From an optimization exercise on the open Yosys and OpenROAD flow, aimed at small area, a short achievable clock period and few clock cycles; shortcuts taken in it are not production practice. The RTL was checked by simulation tests, not by an equivalence proof against the original design. Power and IR drop assume default switching activity.

[flow/config.mk]
export PLATFORM = sky130hd
export DESIGN_NAME = cu_compensate
export DESIGN_NICKNAME = cu_compensate
export VERILOG_FILES = /design/flow/design.v
export SDC_FILE = /design/flow/constraint.sdc
export NUM_CORES = 8
export LEC_CHECK = 0
export CAP_MARGIN = 20
export CORE_MARGIN = 2
export CORE_UTILIZATION = 40
export SLEW_MARGIN = 20
[flow/constraint.sdc]
create_clock -name core_clock -period 25.0 [get_ports {clk}]
set_input_delay 5.0000 -clock core_clock [delete_from_list [all_inputs] [get_ports {clk}]]
set_output_delay 5.0000 -clock core_clock [all_outputs]
set_load 0.01 [all_outputs]
[flow/design.v]
module cu_booth_mul (
    input  wire [23:0] s,
    input  wire [17:0] m,
    input  wire        neg,
    input  wire [44:0] brow,
    input  wire [44:0] cn,        
    output wire [44:0] ps,
    output wire [44:0] pc
);
    wire [19:0] mx = {m[17], m, 1'b0};
    wire [24:0] s1 = {s[23], s};
    wire [24:0] s2 = {s, 1'b0};
    wire [44:0] row [0:10];
    reg  [44:0] nb;
    genvar i;
    generate
        for (i = 0; i < 9; i = i + 1) begin : g_row
            wire b2 = mx[2*i+2], b1 = mx[2*i+1], b0 = mx[2*i];
            wire one = b1 ^ b0;
            wire two = (b2 & ~b1 & ~b0) | (~b2 & b1 & b0);
            wire ng  = b2 ^ neg;
            wire [24:0] sel = one ? s1 : (two ? s2 : 25'd0);
            wire [24:0] r   = sel ^ {25{ng}};
            wire [24:0] u   = {~r[24], r[23:0]};
            assign row[i] = {20'd0, u} << (2*i);
        end
    endgenerate
    integer k;
    always @(*) begin
        nb = 45'd0;
        for (k = 0; k < 9; k = k + 1)
            nb[2*k] = mx[2*k+2] ^ neg;
    end
    assign row[9]  = nb | cn;
    assign row[10] = brow;
    function [89:0] csa;
        input [44:0] a, b, c;
        begin
            csa = {((a & b) | (a & c) | (b & c)) << 1, a ^ b ^ c};
        end
    endfunction
    wire [89:0] l1a = csa(row[0], row[1], row[2]);
    wire [89:0] l1b = csa(row[3], row[4], row[5]);
    wire [89:0] l1c = csa(row[6], row[7], row[8]);
    wire [89:0] l2a = csa(l1a[44:0], l1a[89:45], l1b[44:0]);
    wire [89:0] l2b = csa(l1b[89:45], l1c[44:0], l1c[89:45]);
    wire [89:0] l3a = csa(l2a[44:0], l2a[89:45], l2b[44:0]);
    wire [89:0] l3b = csa(l2b[89:45], row[9], row[10]);
    wire [89:0] l4a = csa(l3a[44:0], l3a[89:45], l3b[44:0]);
    wire [89:0] l5a = csa(l4a[44:0], l4a[89:45], l3b[89:45]);
    assign ps = l5a[44:0];
    assign pc = l5a[89:45];
endmodule
module cu_divstep (
    input  wire [34:0] r,
    input  wire [34:0] d,
    input  wire        f1,
    input  wire        f2,
    output wire        q1,
    output wire        q2,
    output wire        ge4,       
    output wire [34:0] r2
);
    wire [36:0] y  = {r, f1, f2};
    wire [37:0] s1 = {1'b0, y} - {3'b000, d};
    wire [37:0] s2 = {1'b0, y} - {2'b00, d, 1'b0};
    wire [37:0] s3 = {1'b0, y} - {2'b00, d, 1'b0} - {3'b000, d};
    wire ge1 = ~s1[37], ge2 = ~s2[37], ge3 = ~s3[37];
    assign q1 = ge2;
    wire [37:0] s4 = {1'b0, y} - {1'b0, d, 2'b00};
    assign ge4 = ~s4[37];
    assign q2 = ge2 ? ge3 : ge1;
    assign r2 = ge3 ? s3[34:0] : ge2 ? s2[34:0] : ge1 ? s1[34:0] : y[34:0];
endmodule
module cu_compensate (
    input  wire               clk,
    input  wire               rst,
    input  wire               start,
    input  wire        [15:0] cal_t1,      
    input  wire signed [15:0] cal_t2,
    input  wire signed [15:0] cal_t3,
    input  wire        [15:0] cal_p1,      
    input  wire signed [15:0] cal_p2,
    input  wire signed [15:0] cal_p3,
    input  wire signed [15:0] cal_p4,
    input  wire signed [15:0] cal_p5,
    input  wire signed [15:0] cal_p6,
    input  wire signed [15:0] cal_p7,
    input  wire signed [15:0] cal_p8,
    input  wire signed [15:0] cal_p9,
    input  wire        [19:0] adc_t,
    input  wire        [19:0] adc_p,
    output reg                done,
    output wire               err,         
    output wire        [31:0] temp,        
    output wire        [31:0] press_q8,    
    output wire        [24:0] press_pa     
);
    localparam W = 76;
    localparam [5:0] S_IDLE = 6'd0,  S_TA   = 6'd1,  S_TC   = 6'd2,  S_TB   = 6'd3,
                     S_TD   = 6'd4,  S_TDW  = 6'd5,  S_TF   = 6'd6,  S_TE   = 6'd7,
                     S_XS   = 6'd8,  S_XSW  = 6'd9,  S_ZS   = 6'd10, S_Y6   = 6'd11,
                     S_Y6W  = 6'd12, S_NS   = 6'd13, S_NSW  = 6'd14, S_MS   = 6'd15,
                     S_MSW  = 6'd16, S_DIVF = 6'd17, S_DSI  = 6'd18, S_DIVS = 6'd19,
                     S_DSCK = 6'd20, S_PAF  = 6'd21, S_PAFW = 6'd22, S_PAS0 = 6'd23,
                     S_PAS1 = 6'd24, S_PASW = 6'd25, S_PB   = 6'd26, S_PC   = 6'd27,
                     S_PE   = 6'd28, S_PEW  = 6'd29, S_DEGN = 6'd30, S_DNEG = 6'd31,
                     S_ERRX = 6'd32;
    localparam [3:0] C_T1 = 4'd0, C_T2 = 4'd1, C_T3 = 4'd2, C_P1 = 4'd3, C_P2 = 4'd4,
                     C_P3 = 4'd5, C_P4 = 4'd6, C_P5 = 4'd7, C_P6 = 4'd8, C_P7 = 4'd9,
                     C_P8 = 4'd10, C_P9 = 4'd11, C_AP = 4'd12;
    localparam [3:0] M_ZERO = 4'd0, M_CREG = 4'd1, M_CREG2 = 4'd2, M_ACC = 4'd3,
                     M_FIVE = 4'd4, M_SLO = 4'd5, M_VD = 4'd6, M_DD = 4'd7, M_VH = 4'd8;
    localparam [2:0] A_ZERO = 3'd0, A_ACC = 3'd1, A_DROP = 3'd2, A_TV1 = 3'd3, A_C1 = 3'd4,
                     A_N35 = 3'd5, A_ND = 3'd6;
    localparam [2:0] B_ZERO = 3'd0, B_B3 = 3'd1, B_S20 = 3'd2, B_S17 = 3'd3,
                     B_ONE = 3'd4, B_N14 = 3'd5, B_ND = 3'd6, B_S14 = 3'd7;
    localparam [3:0] K_NONE = 4'd0, K_TD = 4'd2, K_TE = 4'd3, K_XSL = 4'd4,
                     K_ZS0 = 4'd5, K_NS0 = 4'd6, K_NS1 = 4'd7, K_MS0 = 4'd8, K_PE = 4'd9,
                     K_XS0 = 4'd10;
    localparam [3:0] WB_NONE = 4'd0, WB_ACC = 4'd2, WB_SA2S = 4'd3, WB_PV1 = 4'd4,
                     WB_TC = 4'd5, WB_V = 4'd6, WB_XL = 4'd7, WB_ZL = 4'd8, WB_NL = 4'd9,
                     WB_ML = 4'd10, WB_D = 4'd11, WB_DCK = 4'd12, WB_ACK = 4'd13, WB_PCL = 4'd14,
                     WB_VW = 4'd15;
    localparam [44:0] K0 = (45'd1 << 24) + (45'd1 << 26) + (45'd1 << 28) + (45'd1 << 30) +
                           (45'd1 << 32) + (45'd1 << 34) + (45'd1 << 36) + (45'd1 << 38) +
                           (45'd1 << 40);
    localparam [44:0] CN0 = (45'd1 << 43) - K0;
    reg  [5:0]   state;
    reg  [1:0]   j;           
    reg  [5:0]   cnt;         
    reg          pass2;       
    reg  [23:0]  S;
    reg  [19:0]  CREG;
    reg  [15:0]  BREG;
    reg  [W-1:0] ACC, V;
    reg  [53:0]  D;
    reg  [23:0]  TC;          
    reg          b3, sgnZ, sgnN, errr, errp;
    reg          D_slow;      
    reg          WV;          
    wire sgnQ = sgnN ^ sgnZ;
    wire [3:0] ev;
    assign ev[0] = (V[W-1:17] == {(W-17){V[W-1]}});
    assign ev[1] = (V[W-1:34] == {(W-34){V[W-1]}});
    assign ev[2] = (V[W-1:51] == {(W-51){V[W-1]}});
    assign ev[3] = (V[W-1:68] == {(W-68){V[W-1]}});
    wire [3:0] ed;
    assign ed[0] = (D[53:17] == {37{D[53]}});
    assign ed[1] = (D[53:34] == {20{D[53]}});
    assign ed[2] = (D[53:51] == {3{D[53]}});
    wire [3:0] ew;
    assign ew[0] = (V[W-1:51] == {(W-51){V[W-1]}});
    assign ew[1] = (V[W-1:68] == {(W-68){V[W-1]}});
    assign ew[2] = 1'b1;
    assign ew[3] = 1'b1;
    assign ed[3] = 1'b1;
    reg  [5:0]  state_n;
    reg  [1:0]  j_n;
    reg         pass2_n;
    reg  [1:0]  c_mneg;       
    reg         c_last;
    reg  [1:0]  c_off;
    reg  [2:0]  c_asel;
    reg  [2:0]  c_bsel;
    reg  [3:0]  c_k;
    reg  [3:0]  c_wb;
    wire        dneg_v;
    wire        dbig;         
    wire        q1, q2;
    reg  [5:0]  state_x;
    always @(*) state_n = (state == S_IDLE && start) ? S_TA : state_x;
    always @(*) begin
        state_x = state; j_n = j; pass2_n = pass2;
        case (state)
            S_IDLE: ;
            S_TA:   state_x = S_TC;
            S_TC:   state_x = S_TB;
            S_TB:   state_x = S_TD;
            S_TD:   state_x = S_TDW;
            S_TDW:  state_x = S_TF;
            S_TF:   state_x = S_Y6;
            S_Y6:   begin state_x = S_XS; j_n = 2'd0; end
            S_XS:   begin j_n = j + 2'd1; if (c_last) begin j_n = 2'd0; state_x = S_NS; end end
            S_NS:   begin j_n = j + 2'd1; if (c_last) begin j_n = 2'd0; state_x = S_ZS; end end
            S_ZS:   begin j_n = j + 2'd1; if (c_last) begin j_n = 2'd0; state_x = S_MS; end end
            S_MS:   begin j_n = j + 2'd1; if (c_last) begin j_n = 2'd0; state_x = S_MSW; end end
            S_MSW:  state_x = (D == 54'd0) ? S_DEGN : S_DIVF;
            S_DIVF: begin
                j_n = (cnt == 6'd15) ? 2'd1 : 2'd0; pass2_n = 1'b0;
                if (cnt == 6'd0 && dneg_v)  state_x = S_DNEG;
                else if (cnt == 6'd0 && dbig) state_x = S_DSI;
                else if (cnt == 6'd16) begin
                    if (c_last) state_x = S_PC;
                    else begin state_x = S_PB; j_n = 2'd2; end
                end
            end
            S_DSI:  state_x = S_DIVS;
            S_DIVS: if (cnt == 6'd37) state_x = S_DSCK;
            S_DSCK: state_x = (V[W-1:53] != {(W-53){1'b0}}) ? S_ERRX : S_PAS0;
            S_PAF:  begin state_x = S_PAFW; j_n = 2'd0; pass2_n = 1'b0; end
            S_PAFW: state_x = S_PB;
            S_PAS0: state_x = S_PAS1;
            S_PAS1: begin state_x = S_PASW; j_n = 2'd0; pass2_n = 1'b0; end
            S_PASW: state_x = S_PB;
            S_PB: begin
                j_n = j + 2'd1;
                if (c_last) begin
                    j_n = 2'd0;
                    if (D_slow && !pass2) pass2_n = 1'b1;
                    else                  state_x = S_PC;
                end
            end
            S_PC:   begin j_n = j + 2'd1; if (c_last) begin j_n = 2'd0; state_x = S_PE; end end
            S_PE:   state_x = S_PEW;
            S_DNEG: state_x = S_PAF;
            default: state_x = S_IDLE;    
        endcase
    end
    reg  [3:0]  n_msel;
    reg         n_vxor;
    reg  [1:0]  n_mneg;
    reg         n_last;
    reg  [1:0]  n_off;
    reg  [2:0]  n_asel;
    reg  [2:0]  n_bsel;
    reg  [3:0]  n_k;
    reg  [3:0]  n_wb;
    wire        evn = ev[j_n];
    wire [5:0]  state_d = (state == S_DIVF) ? ((cnt == 6'd11) ? S_PAF :
                                               (cnt == 6'd14) ? S_PB :
                                               (cnt == 6'd15) ? S_PB :
                                               (cnt == 6'd16) ? state_x : S_DIVF) : state_x;
    wire        wvn = WV | (state == S_DIVF);
    wire        edn = wvn ? ew[j_n] : ed[j_n];
    always @(*) begin
        n_msel = M_ZERO; n_vxor = 1'b0; n_mneg = 2'd0; n_last = 1'b0;
        n_off = 2'd0; n_asel = A_ZERO; n_bsel = B_ZERO; n_k = K_NONE; n_wb = WB_NONE;
        case (state_d)
            S_TC: begin n_msel = M_SLO; n_wb = WB_SA2S; end                     
            S_TB: begin n_msel = M_CREG; n_bsel = B_B3; n_wb = WB_ACC; end        
            S_TD: begin n_msel = M_CREG; n_asel = A_TV1; n_k = K_TD; n_wb = WB_PV1; end
            S_TF: begin n_msel = M_CREG; n_bsel = B_S20; n_wb = WB_D; end         
            S_Y6: begin n_msel = M_CREG; n_bsel = B_S17; n_wb = WB_V; end         
            S_XS: begin
                n_msel = M_DD; n_last = (j_n != 2'd0) && edn; n_off = j_n;
                n_asel = (j_n == 2'd0) ? A_ZERO : A_ACC;
                n_k = (j_n == 2'd0) ? K_XS0 : K_NONE;           
                n_wb = n_last ? WB_XL : WB_ACC;
            end
            S_ZS: begin
                n_msel = M_DD; n_mneg = {1'b0, sgnZ}; n_last = (j_n != 2'd0) && edn; n_off = j_n;
                n_asel = (j_n == 2'd0) ? A_ZERO : A_ACC;
                n_k = (j_n == 2'd0) ? K_ZS0 : K_NONE;
                n_wb = n_last ? WB_ZL : WB_ACC;
            end
            S_MSW: begin n_msel = M_FIVE; n_k = K_TE; n_wb = WB_TC; end          
            S_NS: begin
                n_msel = M_VD; n_mneg = 2'd1; n_last = (j_n != 2'd0) && evn; n_off = j_n;
                n_asel = (j_n == 2'd0) ? A_N35 : A_ACC;
                n_bsel = (j_n == 2'd0) ? B_ONE : (j_n == 2'd1) ? B_N14 : B_ZERO;    
                n_k = (j_n == 2'd0) ? K_NS0 : (j_n == 2'd1) ? K_NS1 : K_NONE;
                n_wb = n_last ? WB_NL : WB_ACC;
            end
            S_MS: begin
                n_msel = M_VD;
                n_mneg = {1'b0, sgnN}; n_last = (j_n != 2'd0) && evn; n_off = j_n;
                n_asel = (j_n != 2'd0) ? A_ACC : sgnQ ? A_ND : A_ZERO;
                n_k = (j_n == 2'd0) ? K_MS0 : K_NONE;
                n_wb = n_last ? WB_ML : WB_ACC;
            end
            S_PAF:  begin n_msel = M_CREG; n_wb = (state == S_DIVF) ? WB_VW : WB_D; end
            S_PAS0: begin n_msel = M_CREG; n_wb = WB_ACC; end
            S_PAS1: begin n_msel = M_CREG; n_off = 2'd1; n_asel = A_ACC; n_wb = WB_DCK; end
            S_PB: begin
                n_msel = wvn ? M_VD : M_DD;                   
                if (pass2_n) begin
                    n_off = j_n; n_asel = A_ACC; n_last = edn;
                end else begin
                    n_off = (j_n == 2'd0) ? 2'd0 : j_n - 2'd1;
                    n_asel = (j_n == 2'd0) ? A_ZERO : (j_n == 2'd1) ? A_DROP : A_ACC;
                    n_last = (j_n != 2'd0) && edn;
                end
                n_wb = (n_last && (pass2_n || !D_slow)) ? WB_ACK : WB_ACC;
            end
            S_PC: begin
                n_msel = M_VD; n_vxor = 1'b1;
                n_off = (j_n == 2'd0) ? 2'd0 : j_n - 2'd1;
                n_asel = (j_n == 2'd0) ? A_C1 : (j_n == 2'd1) ? A_DROP : A_ACC;
                n_bsel = (j_n == 2'd1) ? B_S14 : B_ZERO;
                n_last = (j_n != 2'd0) && (WV ? (j_n == 2'd1) : evn);    
                n_wb = n_last ? WB_PCL : WB_ACC;
            end
            S_PE: begin n_asel = A_ACC; n_k = K_PE; n_wb = WB_ACC; end
            default: ;
        endcase
    end
    always @(posedge clk) begin
        c_mneg <= n_mneg; c_last <= n_last;
        c_off <= n_off; c_asel <= n_asel; c_bsel <= n_bsel; c_k <= n_k;
        if (rst) c_wb <= WB_NONE;
        else     c_wb <= n_wb;
    end
    wire last = c_last;
    wire mneg = c_mneg[0];
    reg  [4:0]  jv;           
    reg         vpc;          
    reg  [8:0]  mv;           
    reg         vxr;          
    always @(posedge clk) begin
        jv  <= 5'd1 << ({1'b0, j_n} + ((state_d == S_PB && wvn) ? 3'd2 : 3'd0));
        vpc <= n_vxor;
        mv  <= 9'd1 << n_msel;
        vxr <= n_vxor & sgnQ;
    end
    wire [16:0] vdig0 = ({17{jv[0]}} & V[16:0])  | ({17{jv[1]}} & V[33:17])
                      | ({17{jv[2]}} & V[50:34]) | ({17{jv[3]}} & V[67:51])
                      | ({17{jv[4]}} & {{9{V[W-1]}}, V[W-1:68]});
    wire        vsgn0 = (jv[0] & V[17]) | (jv[1] & V[34]) | (jv[2] & V[51]) | (jv[3] & V[68])
                      | (jv[4] & V[W-1]);
    wire [16:0] vdig = vdig0 ^ {17{vxr}};
    wire        vsgn = (WV & vpc) ? vxr : (vsgn0 ^ vxr);   
    wire [16:0] ddig = ({17{jv[0]}} & D[16:0])  | ({17{jv[1]}} & D[33:17])
                     | ({17{jv[2]}} & D[50:34]) | ({17{jv[3]}} & {{14{D[53]}}, D[53:51]});
    wire        dsgn = (jv[0] & D[17]) | (jv[1] & D[34]) | (jv[2] & D[51]) | (jv[3] & D[53]);
    wire [17:0] M = ({18{mv[M_CREG]}}  & CREG[17:0])
                  | ({18{mv[M_FIVE]}}  & 18'd5)
                  | ({18{mv[M_SLO]}}   & S[21:4])           
                  | ({18{mv[M_VD]}}    & {last & vsgn, vdig})
                  | ({18{mv[M_DD]}}    & {last & dsgn, ddig});
    wire [43:0] cr_s = {{24{CREG[19]}}, CREG};
    wire [43:0] br_s = {{28{BREG[15]}}, BREG};
    wire [43:0] cr_z = {24'd0, CREG};
    reg  [43:0] bb;
    always @(*) begin
        case (c_bsel)
            B_B3:  bb = b3 ? cr_s << 3 : 44'd0;
            B_S20: bb = br_s << 20;
            B_S17: bb = br_s << 17;
            B_ONE: bb = 44'd1;
            B_N14: bb = ~(cr_z << 14);                       
            B_S14: bb = cr_s << 14;
            default: bb = 44'd0;
        endcase
    end
    wire [44:0] brow = {1'b0, ~bb[43], bb[42:0]};           
    reg  [44:0] cn;
    always @(*) begin
        case (c_k)
            K_TD:    cn = CN0 - (45'd128000 << 14);
            K_NS0:   cn = CN0 + (45'd1 << 17);
            K_NS1:   cn = CN0 + (45'd1 << 34);                   
            K_PE:    cn = CN0 + (45'd1 << 17);
            default: cn = CN0;
        endcase
    end
    wire [44:0] Ps, Pc;
    cu_booth_mul u_mul (.s(S), .m(M), .neg(mneg), .brow(brow), .cn(cn), .ps(Ps), .pc(Pc));
    reg [44:0] PSR, PCR;
    reg [3:0]  off2;          
    reg [6:0]  asel2;         
    reg        ahi2;          
    reg [3:0]  wb2;
    reg [3:0]  k2;
    always @(posedge clk) begin
        PSR   <= Ps;
        PCR   <= Pc;
        off2  <= 4'd1 << c_off;
        asel2 <= 7'd1 << c_asel;
        ahi2  <= (c_asel == A_ACC) | (c_asel == A_TV1);
        k2    <= c_k;
        if (rst) wb2 <= WB_NONE;
        else     wb2 <= c_wb;
    end
    wire [44:0] PSRs = {~PSR[44], PSR[43:0]};                  
    wire [W-1:0] Psp = ({W{off2[0]}} & {{31{~PSR[44]}}, PSRs})
                     | ({W{off2[1]}} & {{14{~PSR[44]}}, PSRs, 17'd0})
                     | ({W{off2[2]}} & {PSRs[41:0], 34'd0})
                     | ({W{off2[3]}} & {PSRs[24:0], 51'd0});
    wire [W-1:0] Pcp = ({W{off2[0]}} & {31'd0, PCR})
                     | ({W{off2[1]}} & {14'd0, PCR, 17'd0})
                     | ({W{off2[2]}} & {PCR[41:0], 34'd0})
                     | ({W{off2[3]}} & {PCR[24:0], 51'd0});
    reg  [W-1:0] ka;
    always @(*) begin
        case (k2)
            K_TE:  ka = 76'd640128;
            K_XS0: ka = 76'd1 << 55;
            K_ZS0: ka = sgnZ ? (76'd1 << 33) - 76'd1 : 76'd0;
            K_MS0: ka = {75'd0, sgnQ};
            default: ka = 76'd0;
        endcase
    end
    wire [W-1:0] Aterm = ({W{ahi2}}          & {ACC[W-1:14], 14'd0})
                       | ({W{asel2[A_ACC]}}  & {{(W-14){1'b0}}, ACC[13:0]})
                       | ({W{asel2[A_DROP]}} & {{17{ACC[W-1]}}, ACC[W-1:17]})
                       | ({W{asel2[A_C1]}}   & {ACC[W-12:8], 19'd0})
                       | ({W{asel2[A_N35]}}  & ~({{(W-16){BREG[15]}}, BREG} << 35))     
                       | ({W{asel2[A_ND]}}   & ~{{(W-42){1'b0}}, D[41:0]})               
                       | ka;
    wire [W-1:0] T = Psp + Pcp + Aterm;
    wire Asame41 = (ACC[W-1:41] == {(W-41){ACC[W-1]}});
    wire Asame62 = (ACC[W-1:62] == {(W-62){ACC[W-1]}});
    reg  chk41, chk63;        
    reg         dfast;        
    always @(posedge clk) dfast <= (state_n == S_DIVF);
    wire        f1 = dfast ? V[33] : V[W-1];
    wire        f2 = dfast ? V[32] : V[W-2];
    wire [34:0] r2;
    assign dneg_v = V[W-1];
    wire        ge4;
    cu_divstep u_div (.r(ACC[34:0]), .d(D[34:0]), .f1(f1), .f2(f2), .q1(q1), .q2(q2), .ge4(ge4),
                      .r2(r2));
    assign dbig = ge4 | (ACC[37:35] != 3'd0);
    reg [3:0]  csel;
    reg        cload;
    reg [19:0] cin;
    always @(*) begin
        case (csel)
            C_T1: cin = {4'd0, cal_t1};
            C_T2: cin = {{4{cal_t2[15]}}, cal_t2};
            C_T3: cin = {{4{cal_t3[15]}}, cal_t3};
            C_P1: cin = {4'd0, cal_p1};
            C_P2: cin = {{4{cal_p2[15]}}, cal_p2};
            C_P3: cin = {{4{cal_p3[15]}}, cal_p3};
            C_P4: cin = {{4{cal_p4[15]}}, cal_p4};
            C_P5: cin = {{4{cal_p5[15]}}, cal_p5};
            C_P6: cin = {{4{cal_p6[15]}}, cal_p6};
            C_P7: cin = {{4{cal_p7[15]}}, cal_p7};
            C_P8: cin = {{4{cal_p8[15]}}, cal_p8};
            C_P9: cin = {{4{cal_p9[15]}}, cal_p9};
            default: cin = adc_p;
        endcase
    end
    always @(*) begin
        csel = C_T1; cload = 1'b0;
        case (state)
            S_IDLE: begin csel = C_T1; cload = start; end
            S_TA:   begin csel = C_T2; cload = 1'b1; end
            S_TB:   begin csel = C_T3; cload = 1'b1; end
            S_TD:   begin csel = C_P2; cload = 1'b1; end
            S_TDW:  begin csel = C_P3; cload = 1'b1; end
            S_TF:   begin csel = C_P6; cload = 1'b1; end       
            S_XS:   begin csel = C_P4; cload = last; end
            S_NS:   begin csel = (j == 2'd0) ? C_AP : C_P9; cload = (j == 2'd0) | last; end
            S_PAF:  begin csel = C_P8; cload = 1'b1; end
            S_DIVF: begin
                csel = (cnt == 6'd16) ? C_P7 : C_P8;
                cload = (cnt == 6'd12) | (cnt == 6'd16 && last);
            end
            S_PAS1: begin csel = C_P8; cload = 1'b1; end
            S_PB:   begin csel = C_P7; cload = last & (pass2 | ~D_slow); end
            default: ;
        endcase
    end
    wire [W-1:0] Vsx = V ^ {W{sgnQ}};                
    wire [23:0]  ph_lo = {7'd0, Vsx[29:13]};
    wire [23:0]  ph_hi = Vsx[53:30];
    wire [16:0]  a_sub = {1'b0, S[15:0]} - {1'b0, CREG[15:0]};     
    always @(posedge clk) begin
        if (cload) begin
            CREG <= cin;
            BREG <= (state == S_TF) ? cal_p5 : CREG[15:0];
        end
        state <= rst ? S_IDLE : state_n;
        j     <= j_n;
        pass2 <= pass2_n;
        chk41 <= ~rst & (wb2 == WB_DCK);
        chk63 <= ~rst & (wb2 == WB_ACK);
        if (rst) begin
            done  <= 1'b0;
            sgnZ  <= 1'b0;            
            sgnN  <= 1'b0;
        end else begin
            done <= 1'b0;
            if ((chk41 && !Asame41) || (chk63 && !Asame62)) errp <= 1'b1;
            case (state)
                S_IDLE: if (start) begin
                    S  <= {8'd0, adc_t[19:4]};
                    b3 <= adc_t[3];
                    errp <= 1'b0;
                    WV <= 1'b0;
                end
                S_TA: S <= {{3{a_sub[16]}}, a_sub, 4'd0};        
                S_NS: if (last) S <= {8'd0, cal_p1};
                S_ZS: if (last) S <= 24'd3125;
                S_MS: if (last) S <= TC;                         
                S_MSW: cnt <= 6'd0;
                S_DIVF: begin
                    cnt <= cnt + 6'd1;
                    if (cnt == 6'd16 && last)                       
                        S <= {4'd0, ~CREG[15], {3{CREG[15]}}, CREG[15:0]};
                    if (!(cnt == 6'd0 && (dneg_v || dbig))) begin
                        if (cnt != 6'd16) ACC <= {{(W-35){1'b0}}, r2};
                        V[33:0] <= {V[31:0], q1, q2};
                        if (cnt == 6'd0) V[W-1:34] <= {(W-34){1'b0}};
                        if (cnt == 6'd11) begin
                            S <= {3'b000, V[21:1]} ^ {24{sgnQ}};
                            D_slow <= 1'b0;
                            WV <= 1'b1;
                        end
                    end
                end
                S_DSI: begin
                    ACC <= {W{1'b0}};
                    cnt <= 6'd0;
                end
                S_DIVS: begin
                    ACC <= {{(W-35){1'b0}}, r2};
                    V <= {V[W-3:0], q1, q2};
                    cnt <= cnt + 6'd1;
                end
                S_DSCK: begin
                    S <= ph_lo;
                    D_slow <= 1'b1;
                    WV <= 1'b0;
                end
                S_PAS0: S <= ph_hi;
                S_PAS1: S <= ph_lo;
                S_PB: if (last) begin
                    if (D_slow && !pass2) S <= ph_hi;
                    else S <= {4'd0, ~CREG[15], {3{CREG[15]}}, CREG[15:0]};    
                end
                S_PEW: begin
                    errr <= errp | (V[W-1:42] != {(W-42){1'b0}});
                    done <= 1'b1;
                end
                S_DEGN: begin
                    ACC <= {W{1'b0}};
                    V <= {W{1'b0}};
                    errr <= 1'b0;
                    done <= 1'b1;
                end
                S_DNEG: begin
                    V <= {W{1'b1}};                       
                    S <= 24'd0;
                    D_slow <= 1'b0;
                    WV <= 1'b0;
                end
                S_ERRX: begin
                    errr <= 1'b1;
                    done <= 1'b1;
                end
                default: ;
            endcase
            case (wb2)
                WB_ACC:  ACC <= T;
                WB_SA2S: S <= T[39:16];                           
                WB_PV1: begin
                    S <= T[37:14];
                    TC <= T[37:14];
                end
                WB_TC:   TC <= {6'd0, T[25:8]};
                WB_V:    V <= T;
                WB_XL: begin
                    ACC <= T;
                    D <= T[61:8];                                 
                    sgnZ <= T[W-1];
                end
                WB_ZL: begin
                    ACC <= T;
                    D <= {18'd0, T[68:33]};
                end
                WB_NL: begin
                    ACC <= T;
                    V <= T;
                    sgnN <= T[W-1];
                end
                WB_ML: begin
                    V <= T;
                    ACC <= {{34{T[W-1]}}, T[W-1:34]};
                end
                WB_D:    D <= {{12{T[41]}}, T[41:0]};
                WB_VW:   V[W-1:34] <= T[41:0];
                WB_DCK: begin
                    D <= {{12{T[41]}}, T[41:0]};
                    ACC <= T;
                end
                WB_ACK:  ACC <= T;
                WB_PCL: begin
                    ACC <= T;
                    V <= T;
                end
                default: ;
            endcase
        end
    end
    assign err      = errr;
    assign temp     = {{14{TC[17]}}, TC[17:0]};
    assign press_q8 = V[41:10];
    assign press_pa = ACC[42:18];
endmodule
[flow/flow/run.sh]
#!/bin/bash
# Layout flow: the standard flow (standard.sh, standard synthesis unchanged) with four
# changes to how the layout is made: the port buffers are buf_1 cells instead of delay
# buffers, the timing repair steps aim for 18.5 ns of setup slack at the design's period,
# clock tree synthesis clusters up to 18 flip-flops per leaf buffer, and the repair after
# global routing estimates wires 20% heavier (flow/grt_rc.tcl).
# make's full output goes to flow.log; each ORFS step keeps its own log under orfs/logs.
set -uo pipefail
bash standard.sh BUFFER_PORTS_ARGS="-buffer_cell sky130_fd_sc_hd__buf_1" \
  SETUP_SLACK_MARGIN=18.5 CTS_CLUSTER_SIZE=18 CTS_CLUSTER_DIAMETER=100 \
  PRE_GLOBAL_ROUTE_TCL="$PWD/flow/grt_rc.tcl" finish > flow.log 2>&1
[flow/flow/grt_rc.tcl]
set_layer_rc -layer li1  -capacitance [expr 1.2 * 1.499e-04]   -resistance [expr 1.2 * 7.176e-02]
set_layer_rc -layer met1 -capacitance [expr 1.2 * 1.72375E-04] -resistance [expr 1.2 * 8.929e-04]
set_layer_rc -layer met2 -capacitance [expr 1.2 * 1.36233E-04] -resistance [expr 1.2 * 8.929e-04]
set_layer_rc -layer met3 -capacitance [expr 1.2 * 2.14962E-04] -resistance [expr 1.2 * 1.567e-04]
set_layer_rc -layer met4 -capacitance [expr 1.2 * 1.48128E-04] -resistance [expr 1.2 * 1.567e-04]
set_layer_rc -layer met5 -capacitance [expr 1.2 * 1.54087E-04] -resistance [expr 1.2 * 1.781e-05]
set_wire_rc -signal -layer met1
set_wire_rc -clock -layer met3
[flow/standard.sh]
#!/bin/bash
# synth_recipe.tcl (not shown) runs the flow's synth.tcl, then flattens the netlist and writes it again
# the make line also repeats each setting of config.mk as NAME=value (left out here)
make -C /OpenROAD-flow-scripts/flow DESIGN_CONFIG=/design/flow/config.mk WORK_HOME=/design/flow/orfs CLKGATE_MAP_FILE= SYNTH_SCRIPT=/design/flow/synth_recipe.tcl "${@:-finish}"
==> results of run 1 <==
-- per-layer routing --
| metal | wire [um] | vias up | global-route usage |
|---|---|---|---|
| li1 | - | 22650 | - |
| met1 | 97190 | 26100 | 0.4835 |
| met2 | 116500 | 4190 | 0.6035 |
| met3 | 35140 | 1005 | 0.1157 |
| met4 | 23140 | 12 | 0.2662 |
| met5 | 194 | - | 0.004440 |
-- synth_stat cells, drive strengths merged, types with 43 or more instances --
| library cell | instances | share of area |
|---|---|---|
| a21o | 103 | 0.015 |
| a21oi | 366 | 0.036 |
| a221o | 64 | 0.012 |
| a221oi | 60 | 0.010 |
| a222oi | 119 | 0.023 |
| a22o | 86 | 0.015 |
| a22oi | 322 | 0.047 |
| buf | 149 | 0.018 |
| clkbuf | 371 | 0.027 |
| dfxtp | 146 | 0.057 |
| edfxtp | 301 | 0.18 |
| fa | 275 | 0.11 |
| ha | 318 | 0.077 |
| inv | 437 | 0.032 |
| nand2 | 551 | 0.040 |
| nand2b | 43 | 0.0052 |
| nand3 | 149 | 0.015 |
| nand4 | 57 | 0.0069 |
| nor2 | 280 | 0.020 |
| nor2b | 56 | 0.0068 |
| nor3 | 85 | 0.0083 |
| o211ai | 75 | 0.011 |
| o21ai | 407 | 0.040 |
| o221ai | 69 | 0.012 |
| o22ai | 63 | 0.0077 |
| xnor2 | 307 | 0.052 |
| xor2 | 216 | 0.037 |
-- cell families (layout without fill, tap and decap cells) --
logic type | Yosys count | in the layout | share of synthesized area
AO/OA/AOI/OAI | 2057 | 2058 | 0.2795
adder cells (fa/ha/maj) | 594 | 594 | 0.1846
XOR/XNOR | 523 | 525 | 0.08907
flip-flops | 447 | 447 | 0.2326
buffers and inverters | 959 | 1160 | 0.07746
other | 0 | 25 | 0
multiplexers | 26 | 26 | 0.005182
AND/OR/NAND/NOR | 1437 | 1438 | 0.1316
-- critical path, cell delays in order --
cell and delay [ps]:
buf_1 70, o21ai_0 560, nand4_1 250, a221oi_1 770, a21oi_1 170
-- registers in the layout, summed over array words and instances, names as in the netlist, 16 cells and up --
signal,flops
ACC,76
BREG,16
CREG,20
D,54
PCR,41
PSR,42
S,24
TC,24
V,76
-- final cells by class --
type / instances / share of cell area
clock inverter: 11 / 0.002400
sequential: 447 / 0.2068
antenna: 25 / 0.001081
clock buffer: 50 / 0.01682
timing repair buffer: 660 / 0.07015
multi-input combinational: 4641 / 0.6381
inverter: 439 / 0.02871
tap: 1662 / 0.03593
-- placed cells by master, fill, tap and decap left out, types with 30 or more instances in the layout --
master and instances:
nand2b_1 43, nand4_1 57, dfxtp_1 138, and2_1 39
inv_1 430, a21oi_1 351, o21a_1 32, o221ai_1 69
xnor2_1 275, nand3_1 146, nor2_1 268, a22o_1 86
fa_1 274, edfxtp_1 301, xor2_1 185, a221oi_1 59
ha_1 309, o22ai_1 59, o211ai_1 75, buf_1 307
a222oi_1 119, o21ai_0 380, nor2b_1 56, a21o_1 103
buf_4 308, a211oi_1 38, clkbuf_16 38, and3_1 30
a22oi_1 322, nor4_1 33, a31oi_1 34, a221o_1 64
nor3_1 79, nand2_1 545
-- how the worst max path moves through the flow --
stage	from	endpoint	slack [ps]
6_report	cal_p9[10]	CREG[10]	18540
3_5_place_dp	ACC[18]	ACC[73]	17500
5_1_grt	jv[0]	PSR[20]	18410
4_1_cts	off2[0]	ACC[70]	18420
3_3_place_gp	rst	ACC[71]	17540
2_1_floorplan	rst	ACC[0]	17550
-- power by group through the flow --
stage / Sequential [uW] / Combinational [uW] / Clock, uW
floorplan: 1030 / 2270 / 0
global placement: 1130 / 4160 / 0
detailed placement: 1130 / 4220 / 0
CTS: 1120 / 4270 / 606
global route: 1140 / 5160 / 670
finish: 1120 / 4510 / 614
-- stage by stage --
step / utilization / power [uW] / setup slack (ps)
after floorplan: - / 3308 / 17550
final: 0.4539 / 6252 / 18540
after global placement: 0.4268 / 5298 / 17540
after global routing: 0.4536 / 6974 / 18410
after CTS: 0.4401 / 5989 / 18420
after detailed placement: 0.4272 / 5352 / 17500
-- timing repair --
item,4_1_cts,5_1_grt
endpoints found under the setup margin,225,211
cloned,2,5
buffers inserted,46,90
pin swaps,8,40
gates resized for setup,33,128
==> notes.md, run 1 <==
P_int 2738 uW; Area Overhead vs Synth 12.54%; Reg2Reg Setup Slack 18780 ps; Iter 0 DRT Violations 9171; Sequential Power Share 0.180; critical path launch point type input port; Syn Nets 6871; Setup TNS 0 ps; Final setup viols 0; Netlist cell types 98; Worst slew margin 0.2007; Hold Crit Depth 0; number of CTS-inserted buffers 35; area post-placement 54480 sq um; global-route wire length before repair 373500 um; die area 131500 sq um; final hold slack 356.0 ps; Total Routing Usage GR 0.3960; worst vdd ir 0.09667 mV; Max-cap violations 0; Die Ht 362.6 um; worst-skew pair later-pin latency 670 ps; Post-CTS Hold Fix Bufs 0; NumNets Final 7052; max-slew violations 0; fmax 0.1549 GHz; die width 362.6 um; status complete, no violations; total number of vias 53960; antenna violations before repair 27; antenna viol nets, final 0; power per cell area 108.0 nW/um^2; CTS Sinks 447; core area 127500 sq um; DRT Wirelength 272200 um; Post-synth EDFFs 301; DRC viols 0; synthesis-stage register bit count 447; Placer Congestion 1.033; Inst Count DP 7699; RSZ-0062 raised after global routing true; Netlist Area Pre-Place 51430 sq um; CTS HTree Levels 2; Initial Util 0.4033; CP arrival 6830 ps; Hold Path Class flop to flop; final hold violation count 0; register area share after synthesis 0.2326; Post-Layout Inst Area 57880 sq um; Max Clock Skew 82.87 ps; worst path required time 25370 ps; R2R depth 23; FFs w/ async S/R, synth 0; Hold Path End k2[1]; share of post-route cells with drive strength above 1 0.1018; vias in the first global route 49780; Overflow after GRT 0; CTS tree yes; power share of the clock group 0.098; DR WL/cell 34.30 um; worst min-delay path startpoint c_k[1]; Tmin final 6457 ps; drt first pass iters 14; Synth Instances 6043; number of port buffers 322; Fill cells 12790; top_reg_cell synth edfxtp_1; net switching power 3514 uW; Post-DP HPWL 203500 um; switching share of power 0.5620; largest net degree at the start of global routing 85; leakage power 0.02330 uW; Layout Cells excl Fill 7935; Setup CP Type input port to flop; Worst setup EP type flop; clock transition at the registers of the reported paths 100 ps; number of synthesis warnings 2; sequential cell area 11970 sq um; worst reg2reg endpoint ACC[12]; reg-to-reg startpoint V[33]; Slew @ Worst Pin 1198 ps; final worst path period share 0.2583; Comb pwr share 0.722; area occupied by multi-input gates 36930 sq um; clk buf depth 3; Ports 326; CP Max Fanout 1; vias per std cell 6.800; FP Rows 131; CTS Root Cell clkbuf_16; Avg Synthesized Cell Area 8.510 sq um
Testbench counts, summed over its fixed seeds: cycles 15,744.
==> run 2, diff against run 1 <==
==> flow/flow/run.sh (replaced) <==
#!/bin/bash
# Layout flow: the standard flow (standard.sh, standard synthesis unchanged) with four
# changes to how the layout is made: the port buffers are buf_1 cells instead of delay
# buffers, the timing repair steps aim for 18.7 ns of setup slack at the design's period,
# clock tree synthesis clusters up to 18 flip-flops per leaf buffer and adds no dummy loads,
# and the repair after global routing estimates wires 20% heavier (flow/grt_rc.tcl).
# make's full output goes to flow.log; each ORFS step keeps its own log under orfs/logs.
set -uo pipefail
bash standard.sh BUFFER_PORTS_ARGS="-buffer_cell sky130_fd_sc_hd__buf_1" \
  SETUP_SLACK_MARGIN=18.7 \
  CTS_ARGS="-sink_clustering_enable -repair_clock_nets -sink_clustering_size 18 -sink_clustering_max_diameter 100 -dont_use_dummy_load" \
  PRE_GLOBAL_ROUTE_TCL="$PWD/flow/grt_rc.tcl" finish > flow.log 2>&1
==> run 2 against run 1 <==
  * Sequential power about the same
  * Largest cell class unchanged
  * Fmax decreased by 0.58%
  * Die area unchanged
  * Non-clock buffer count increased by 36
  * Final area increased by 1.2%
  * Global-route usage increased by 0.19 points
  * Highest routed layer unchanged
  * First-iteration DRC count increased by 6.0%
  * Final cell count about the same
  * Clock skew increased by 69 ps
  * Still clean on timing, DRC and antenna
  * Clock-buffer cell count decreased by 16
  * Critical path depth decreased by 2
==> notes.md, run 2 <==
worst-skew pair later-pin latency 670 ps; CTS HTree Levels 2; max-slew violations 0; worst min-delay path startpoint c_wb[3]; RSZ-0062 raised after global routing true; final hold violation count 0; CP arrival 1490 ps; Slew @ Worst Pin 1164 ps; Yosys top cell area share 0.1758; Setup CP Type flop to primary output; Netlist Area Pre-Place 51430 sq um; count leader, synth nand2_1; vias in the first global route 50130; Post-synth EDFFs 301; most frequent cells in the layout 545 x nand2_1, 428 x inv_1, 372 x o21ai_0; Placer Congestion 1.035; largest net degree at the start of global routing 85; DRC viols 0; Total Routing Usage GR 0.3979; total number of vias 54720; register area share after synthesis 0.2326; CP Launch Point V[33]; FFs w/ async S/R, synth 0; critical path launch point type flop; share of post-route cells with drive strength above 1 0.1155; Setup TNS 0 ps; Post-CTS Hold Fix Bufs 0; Synth Instances 6043; Slowest-stage cell, CP edfxtp_1; met3 usage 0.1274; Hold Path Class flop to flop; worst vdd ir 0.09681 mV; Most common cell on crit path buf_6; Worst setup EP type primary output; Ports 326; drt first pass iters 15; Layout Cells excl Fill 7940; core area 127500 sq um; largest cells by area after synthesis edfxtp_1 18%, fa_1 11%, ha_1 7.7%; power per cell area 106.0 nW/um^2; Tmin final 6495 ps; Iter 0 DRT Violations 9719; CP Max Fanout 2; Post-synth top cells 551 x nand2_1, 436 x inv_1, 386 x o21ai_0, 371 x clkbuf_1, 364 x a21oi_1; DR WL/cell 34.57 um; CP peak stage delay 430 ps; reg-to-reg startpoint V[33]; Syn Nets 6871; top flop regs ACC (76), V (76), D (54); CTS tree yes; Max-cap violations 0; antenna viol nets, final 0; global-route wire length before repair 375800 um; Worst slew margin 0.2203; Initial Util 0.4033; Post-DP HPWL 199800 um; leakage power 0.02374 uW; die width 362.6 um; number of synthesis warnings 2; FP Rows 131; Avg Synthesized Cell Area 8.510 sq um; fmax 0.1540 GHz; status complete, no violations; final worst path period share 0.2598; die area 131500 sq um; clk buf depth 3; antenna violations before repair 22; Die Ht 362.6 um; Yosys top cell by area edfxtp_1; number of CTS-inserted buffers 34; Netlist cell types 98; layer with the highest usage met2; NumNets Final 7092; synthesis-stage register bit count 447; vias per std cell 6.891; worst-path cell chain buf_6 > buf_8 > buf_6; top_reg_cell synth edfxtp_1; GR met1 Demand/Resource 0.4862; met2 Resource Use GR 0.5816; number of port buffers 322; CTS Root Cell clkbuf_16; DRT Wirelength 274500 um; Area Overhead vs Synth 13.85%; Overflow after GRT 0; commonest non-fill, non-tap cell in the layout nand2_1; clock transition at the registers of the reported paths 90 ps; CTS Sinks 447; worst path required time 20000 ps; Max Clock Skew 151.9 ps; Inst Count DP 7690; Final setup viols 0
-- run 2: timing repair --
| action | 4_1_cts | 5_1_grt |
|---|---|---|
| resized for setup | 102 | 239 |
| endpoints found under the setup margin | 321 | 346 |
| gates cloned | 7 | 3 |
| setup buffers | 99 | 88 |
| pin swaps | 19 | 40 |
-- run 2: power by group --
group / switching (uW) / leakage, uW / internal (uW)
logic: 3030 / 0.0193 / 1510
registers: 157 / 0.00398 / 971
clock network: 299 / 0.000419 / 242
total: 3480 / 0.0237 / 2720
-- run 2: metal layers --
layer | vias up | part of all wire
met3 | 1165 | 0.14
met1 | 26430 | 0.35
met5 | - | 0.0012
met2 | 4419 | 0.41
met4 | 16 | 0.097
li1 | 22690 | -
-- run 2: worst paths after layout --
check / slack, ps / cells after the start / endpoint
worst max-delay path: 18510 / 3 / press_q8[23]
worst min-delay path: 440 / 1 / wb2[3]
worst max register to register: 18780 / 23 / ACC[3]
worst min register to register: 440 / 1 / wb2[3]
-- run 2: cells by family after synthesis --
kind of cell    Yosys count  share of synthesized area
flops                   447                     0.2326
compound gates         2057                     0.2795
mux                      26                   0.005182
simple gates           1437                     0.1316
buf+inv                 959                    0.07746
xor+xnor                523                    0.08907
fa+ha+maj               594                     0.1846
-- run 2: critical path, delay by kind of cell, from the launching register on --
kind,cells,cell delay (ps)
buffers and inverters,3,400
DFF,1,430
-- run 2: final cells by class --
cell class | count | area, sq um
Fill cell | 12520 | 68970
Multi-Input combinational cell | 4646 | 37160
Sequential cell | 447 | 11980
Timing Repair Buffer | 696 | 4778
Tap cell | 1662 | 2079
Inverter | 439 | 1665
Clock buffer | 34 | 850.8
Antenna cell | 16 | 40.04
-- run 2: stage by stage --
step | hold slack (ps) | worst slack (ps) | total power, uW | utilization | area [sq um]
finish | 442.1 | 18510 | 6206 | 0.4591 | 58550
detailed placement | 423.7 | 17750 | 5293 | 0.4266 | 54400
global route | 462.7 | 18460 | 6887 | 0.4590 | 58530
global placement | 419.0 | 17780 | 5256 | 0.4263 | 54360
floorplan | 335.9 | 17550 | 3307 | - | 51530
CTS | 442.7 | 18520 | 5867 | 0.4433 | 56530
==> run 3, diff against run 2 <==
--- a/flow/flow/run.sh
+++ b/flow/flow/run.sh
@@ -3,3 +3,3 @@
 # changes to how the layout is made: the port buffers are buf_1 cells instead of delay
-# buffers, the timing repair steps aim for 18.7 ns of setup slack at the design's period,
+# buffers, the timing repair steps aim for 18.3 ns of setup slack at the design's period,
 # clock tree synthesis clusters up to 18 flip-flops per leaf buffer and adds no dummy loads,
@@ -9,3 +9,3 @@
 bash standard.sh BUFFER_PORTS_ARGS="-buffer_cell sky130_fd_sc_hd__buf_1" \
-  SETUP_SLACK_MARGIN=18.7 \
+  SETUP_SLACK_MARGIN=18.3 \
   CTS_ARGS="-sink_clustering_enable -repair_clock_nets -sink_clustering_size 18 -sink_clustering_max_diameter 100 -dont_use_dummy_load" \
==> run 3 against run 2 <==
  * Still clean
  * Clock skew shrank 34 ps
  * Non-clock buffer count shrank 120
  * Sequential share of layout area grew 0.69 points
  * Clock-buffer cell count grew 2
  * Die area is the same
  * Critical endpoint is now press_pa[0]
  * Largest cell class unchanged
  * Largest power group unchanged
  * Highest routed layer unchanged
==> notes.md, run 3 <==
status complete, no violations; Initial Util 0.4033; NumNets Final 6970; final hold violation count 0; CTS tree yes; Reg2Reg Setup Slack 18710 ps; final worst path period share 0.2663; number of CTS-inserted buffers 36; clk buf depth 3; Post-DP HPWL 199400 um; CP arrival 1660 ps; CP bufs+invs 1; Placer Congestion 1.032; Ports 326; Hold Path Class flop to flop; top_reg_cell synth edfxtp_1; DR WL/cell 34.16 um; die area 131500 sq um; number of synthesis warnings 2; Die Ht 362.6 um; core area 127500 sq um; Worst slew margin 0.2330; leakage power 0.02268 uW; DRC viols 0; Synth Instances 6043; Final setup viols 0; antenna viol nets, final 0; Yosys top cell by area edfxtp_1; Slowest-stage cell, CP edfxtp_1; RSZ-0062 raised after global routing false; top flop regs ACC (76), V (76), D (54); CP Max Fanout 8; worst path required time 20000 ps; number of port buffers 322; CP peak stage delay 810 ps; most frequent cells in the layout 548 x nand2_1, 433 x inv_1, 380 x o21ai_0; Yosys top cell area share 0.1758; fmax 0.1502 GHz; register area share after synthesis 0.2326; die width 362.6 um; Netlist cell types 98; Max Clock Skew 117.9 ps; commonest non-fill, non-tap cell in the layout nand2_1; count leader, synth nand2_1; Overflow after GRT 0; drt first pass iters 14; DRT Wirelength 267300 um; worst-path cell chain buf_1; Avg Synthesized Cell Area 8.510 sq um; synthesis-stage register bit count 447; total number of vias 53680; clock transition at the registers of the reported paths 80 ps; vias per std cell 6.862; Post-synth top cells 551 x nand2_1, 436 x inv_1, 386 x o21ai_0, 371 x clkbuf_1, 364 x a21oi_1; FFs w/ async S/R, synth 0; post-layout util 0.4443; power per cell area 109.1 nW/um^2; CTS HTree Levels 2; worst-skew pair later-pin latency 650 ps; worst vdd ir 0.1115 mV; Syn Nets 6871; critical path launch point type flop; Post-synth EDFFs 301; critical path's top delay family flip-flops; CTS Sinks 447; Setup TNS 0 ps; CTS Root Cell clkbuf_16; Iter 0 DRT Violations 9419; Netlist Area Pre-Place 51430 sq um; Tmin final 6658 ps; Max-cap violations 0; vias in the first global route 49930; max-slew violations 0; Post-CTS Hold Fix Bufs 0; largest net degree at the start of global routing 97; Total Routing Usage GR 0.3903; total chip power 6184 uW; antenna violations before repair 23; largest cells by area after synthesis edfxtp_1 18%, fa_1 11%, ha_1 7.7%; Area Overhead vs Synth 10.17%; Worst setup EP type primary output; Slew @ Worst Pin 1147 ps; global-route wire length before repair 369300 um; share of post-route cells with drive strength above 1 0.08046; Setup CP Type flop to primary output; FP Rows 131
-- run 3: cell counts after synthesis --
Identical to the previous run, type by type.
-- run 3: area by class of cell --
class | instances | area, sq um
Inverter | 439 | 1652
Clock buffer | 36 | 900.9
Antenna cell | 21 | 52.55
Timing Repair Buffer | 576 | 3309
Sequential cell | 447 | 11980
Multi-Input combinational cell | 4642 | 36690
Fill cell | 12720 | 70860
Tap cell | 1662 | 2079
-- run 3: cell families after synthesis --
| logic type | Yosys count | share of synthesized area |
|---|---|---|
| simple gates | 1437 | 0.1316 |
| buf+inv | 959 | 0.07746 |
| mux | 26 | 0.005182 |
| compound gates | 2057 | 0.2795 |
| fa+ha+maj | 594 | 0.1846 |
| xor+xnor | 523 | 0.08907 |
| flops | 447 | 0.2326 |
-- run 3: power breakdown --
group	internal (uW)	switching (uW)	total, uW
Combinational	1490	3010	4500
Clock	255	301	556
Sequential	970	153	1120
Total	2720	3470	6180
-- run 3: path summary, 6_finish.rpt --
| check | from | endpoint | depth (start not counted) |
|---|---|---|---|
| worst min-delay path | c_wb[2] | wb2[2] | 1 |
| worst max-delay path | ACC[18] | press_pa[0] | 1 |
| worst max register to register | V[33] | ACC[6] | 25 |
| worst min register to register | c_wb[2] | wb2[2] | 1 |
-- run 3: repair_timing --
| action | in CTS | in global routing |
|---|---|---|
| setup endpoints to repair | 100 | 221 |
| buffers inserted | 16 | 45 |
| gates cloned | 4 | 1 |
| gates resized for setup | 18 | 65 |
| pin swaps | 7 | 20 |
-- run 3: per-layer routing --
metal | global-route usage | up-vias | routed length [um]
met4 | 0.2637 | 20 | 21860
met3 | 0.1256 | 988 | 35740
met5 | 0 | - | 184
li1 | - | 22420 | -
met2 | 0.5829 | 4342 | 113800
met1 | 0.4788 | 25910 | 95690
-- run 3: per-stage QoR --
stage | cell area [sq um] | cells | setup slack (ps) | hold slack (ps)
finish | 56660 | 7823 | 18340 | 438.8
detailed placement | 54410 | 7695 | 17750 | 426.8
global route | 56620 | 7808 | 18240 | 458.4
CTS | 55600 | 7751 | 18300 | 441.0
global placement | 54390 | 7695 | 17750 | 420.8
floorplan | 51520 | 6043 | 17550 | 335.9
==> run 4, diff against run 3 <==
--- a/flow/flow/run.sh
+++ b/flow/flow/run.sh
@@ -3,3 +3,3 @@
 # changes to how the layout is made: the port buffers are buf_1 cells instead of delay
-# buffers, the timing repair steps aim for 18.3 ns of setup slack at the design's period,
+# buffers, the timing repair steps aim for 18.5 ns of setup slack at the design's period,
 # clock tree synthesis clusters up to 18 flip-flops per leaf buffer and adds no dummy loads,
@@ -9,3 +9,3 @@
 bash standard.sh BUFFER_PORTS_ARGS="-buffer_cell sky130_fd_sc_hd__buf_1" \
-  SETUP_SLACK_MARGIN=18.3 \
+  SETUP_SLACK_MARGIN=18.5 \
   CTS_ARGS="-sink_clustering_enable -repair_clock_nets -sink_clustering_size 18 -sink_clustering_max_diameter 100 -dont_use_dummy_load" \
==> run 4 against run 3 <==
  * Core utilization up 0.72 points
  * Register-to-register slack better by 80 ps
  * Highest routed layer unchanged
  * Sequential share of layout area fell by 0.35 points
  * Critical path type unchanged
  * Clock power shrank 2%
  * Fmax increased by 3.5%
  * Critical endpoint is now press_pa[24]
  * Via count about the same
  * Final cell count up 1.1%
  * Power rose by 0.15%
  * Critical path depth stayed put
==> notes.md, run 4 <==
status complete, no violations; worst vdd ir 0.09735 mV; Post-synth top cells 551 x nand2_1, 436 x inv_1, 386 x o21ai_0, 371 x clkbuf_1, 364 x a21oi_1; worst-skew pair later-pin latency 640 ps; worst path required time 20000 ps; total number of vias 53690; synthesis-stage register bit count 447; count leader, synth nand2_1; core area 127500 sq um; Total Routing Usage GR 0.3958; post-layout util 0.4515; worst-path cell chain buf_1; R2R depth 23; Netlist Area Pre-Place 51430 sq um; final hold slack 366.1 ps; top_reg_cell synth edfxtp_1; layer with the highest usage met2; Syn Nets 6871; Worst setup EP type primary output; critical path launch point type flop; FP Rows 131; Initial Util 0.4033; CP Max Fanout 6; die width 362.6 um; Area Overhead vs Synth 11.95%; CP Launch Point ACC[42]; pre-CTS WS 17500 ps; number of synthesis warnings 2; CTS Root Cell clkbuf_16; critical path's top delay family flip-flops; vias per std cell 6.789; number of port buffers 322; Ports 326; met2 Resource Use GR 0.5988; CTS HTree Levels 2; met3 usage 0.1181; Post-CTS Hold Fix Bufs 0; Avg Synthesized Cell Area 8.510 sq um; CTS tree yes; most frequent cells in the layout 544 x nand2_1, 430 x inv_1, 380 x o21ai_0; CP arrival 1440 ps; antenna viol nets, final 0; final hold violation count 0; NumNets Final 7048; die area 131500 sq um; drt first pass iters 13; RSZ-0062 raised after global routing true; Hold Path Class flop to flop; CTS Sinks 447; DRC viols 0; Final WS setup 18560 ps; Slowest-stage cell, CP edfxtp_1; max-slew violations 0; Iter 0 DRT Violations 8993; FFs w/ async S/R, synth 0; worst min-delay path startpoint c_k[1]; Setup CP Type flop to primary output; Slew @ Worst Pin 1212 ps; final worst path period share 0.2574; fmax 0.1554 GHz; Max Clock Skew 109.4 ps; Netlist cell types 98; Final setup viols 0; register area share after synthesis 0.2326; CP bufs+invs 1; leakage power 0.02315 uW; Setup TNS 0 ps; share of post-route cells with drive strength above 1 0.09842; DRT Wirelength 271700 um; Yosys top cell area share 0.1758; commonest non-fill, non-tap cell in the layout nand2_1; top flop regs ACC (76), V (76), D (54); Post-DP HPWL 203500 um; largest net degree at the start of global routing 85; clock transition at the registers of the reported paths 100 ps; number of CTS-inserted buffers 35; logic depth of the worst path, buffers included 1; global-route wire length before repair 373400 um; Synth Instances 6043; Yosys top cell by area edfxtp_1; Overflow after GRT 0; vias in the first global route 49830; largest cells by area after synthesis edfxtp_1 18%, fa_1 11%, ha_1 7.7%; GR met1 Demand/Resource 0.4801; Worst slew margin 0.1894; Hold Crit Depth 0; DR WL/cell 34.36 um; antenna violations before repair 36; CP peak stage delay 600 ps; Max-cap violations 0; Die Ht 362.6 um; clk buf depth 3; reg-to-reg startpoint V[33]; Placer Congestion 1.033; Post-synth EDFFs 301; Tmin final 6436 ps; power per cell area 107.6 nW/um^2
==> run 4: area by class of cell <==
class | count | area (sq um)
fillers | 12800 | 69950
inverters | 439 | 1659
clock buffers | 35 | 875.8
repair buffers | 656 | 4019
flip-flops and latches | 447 | 11970
well taps | 1662 | 2079
diodes | 28 | 70.07
multi-input cells | 4641 | 36900
==> run 4: logic make-up after synthesis <==
group / synth area share
adders and majority gates: 0.1846
buffers and inverters: 0.07746
and+or+nand+nor: 0.1316
DFF: 0.2326
AOI/OAI and AO/OA: 0.2795
muxes: 0.005182
xor gates and xnor gates: 0.08907
==> run 4: worst paths after layout <==
check	slack, ps	endpoint
max reg2reg	18790	ACC[12]
max	18560	press_pa[24]
min reg2reg	370	k2[1]
min	370	k2[1]
==> run 4: repair_timing <==
item	CTS	global route
pin swaps	9	41
gates cloned	2	5
buffers inserted	45	87
gates resized for setup	35	114
endpoints found under the setup margin	229	203
==> run 4: report_power, final <==
part           switching (uW)  internal (uW)  leakage, uW  total [uW]
sequential                154            971      0.00398        1120
combinational            3020           1500       0.0187        4520
clock                     297            249     0.000431         546
==> run 4: metrics by stage <==
step                      instances  total power [uW]  cell area, sq um
after floorplan                6043              3308             51530
after global placement         7699              5298             54420
after detailed placement       7699              5352             54480
after CTS                      7781              5925             55900
after global routing           7890              6918             57530
final                          7908              6193             57570
==> run 4: metal layers <==
| metal | share of wire | wire [um] |
|---|---|---|
| met5 | 0.00085 | 232 |
| met4 | 0.083 | 22610 |
| met3 | 0.13 | 34250 |
| met2 | 0.43 | 116900 |
| met1 | 0.36 | 97720 |

-- static timing again, ports no longer ideal --
No port has a modelled driver above. Below, the same layouts with a new extraction and two added sets of constraints. Step 1 assumes that a clkbuf_16 drives the clock port and a buf_2 every other input. Step 2, shift: input delay + t, output delay - t, t = (earliest + latest rising clock arrival at the registers) / 2. This alone moves slack from input paths to output paths. Three values: ideal, step 1, step 2; two values: the first two.
| run | shift t [ns] | setup slack, ns | latest minus earliest clock arrival (ns) |
|---|---|---|---|
| run 1 | 0.707 | 18.543 / 18.490 / 17.894 | 0.084 / 0.083 |
| run 2 | 0.674 | 18.505 / 18.426 / 18.116 | 0.152 / 0.152 |
| run 3 | 0.668 | 18.342 / 18.268 / 17.939 | 0.118 / 0.118 |
| run 4 | 0.667 | 18.565 / 18.485 / 18.044 | 0.110 / 0.109 |
After both steps every run listed still meets setup and hold. The setup slack of run 1, which loses most, moves by -0.053 ns with the drivers and by -0.649 ns with both steps.
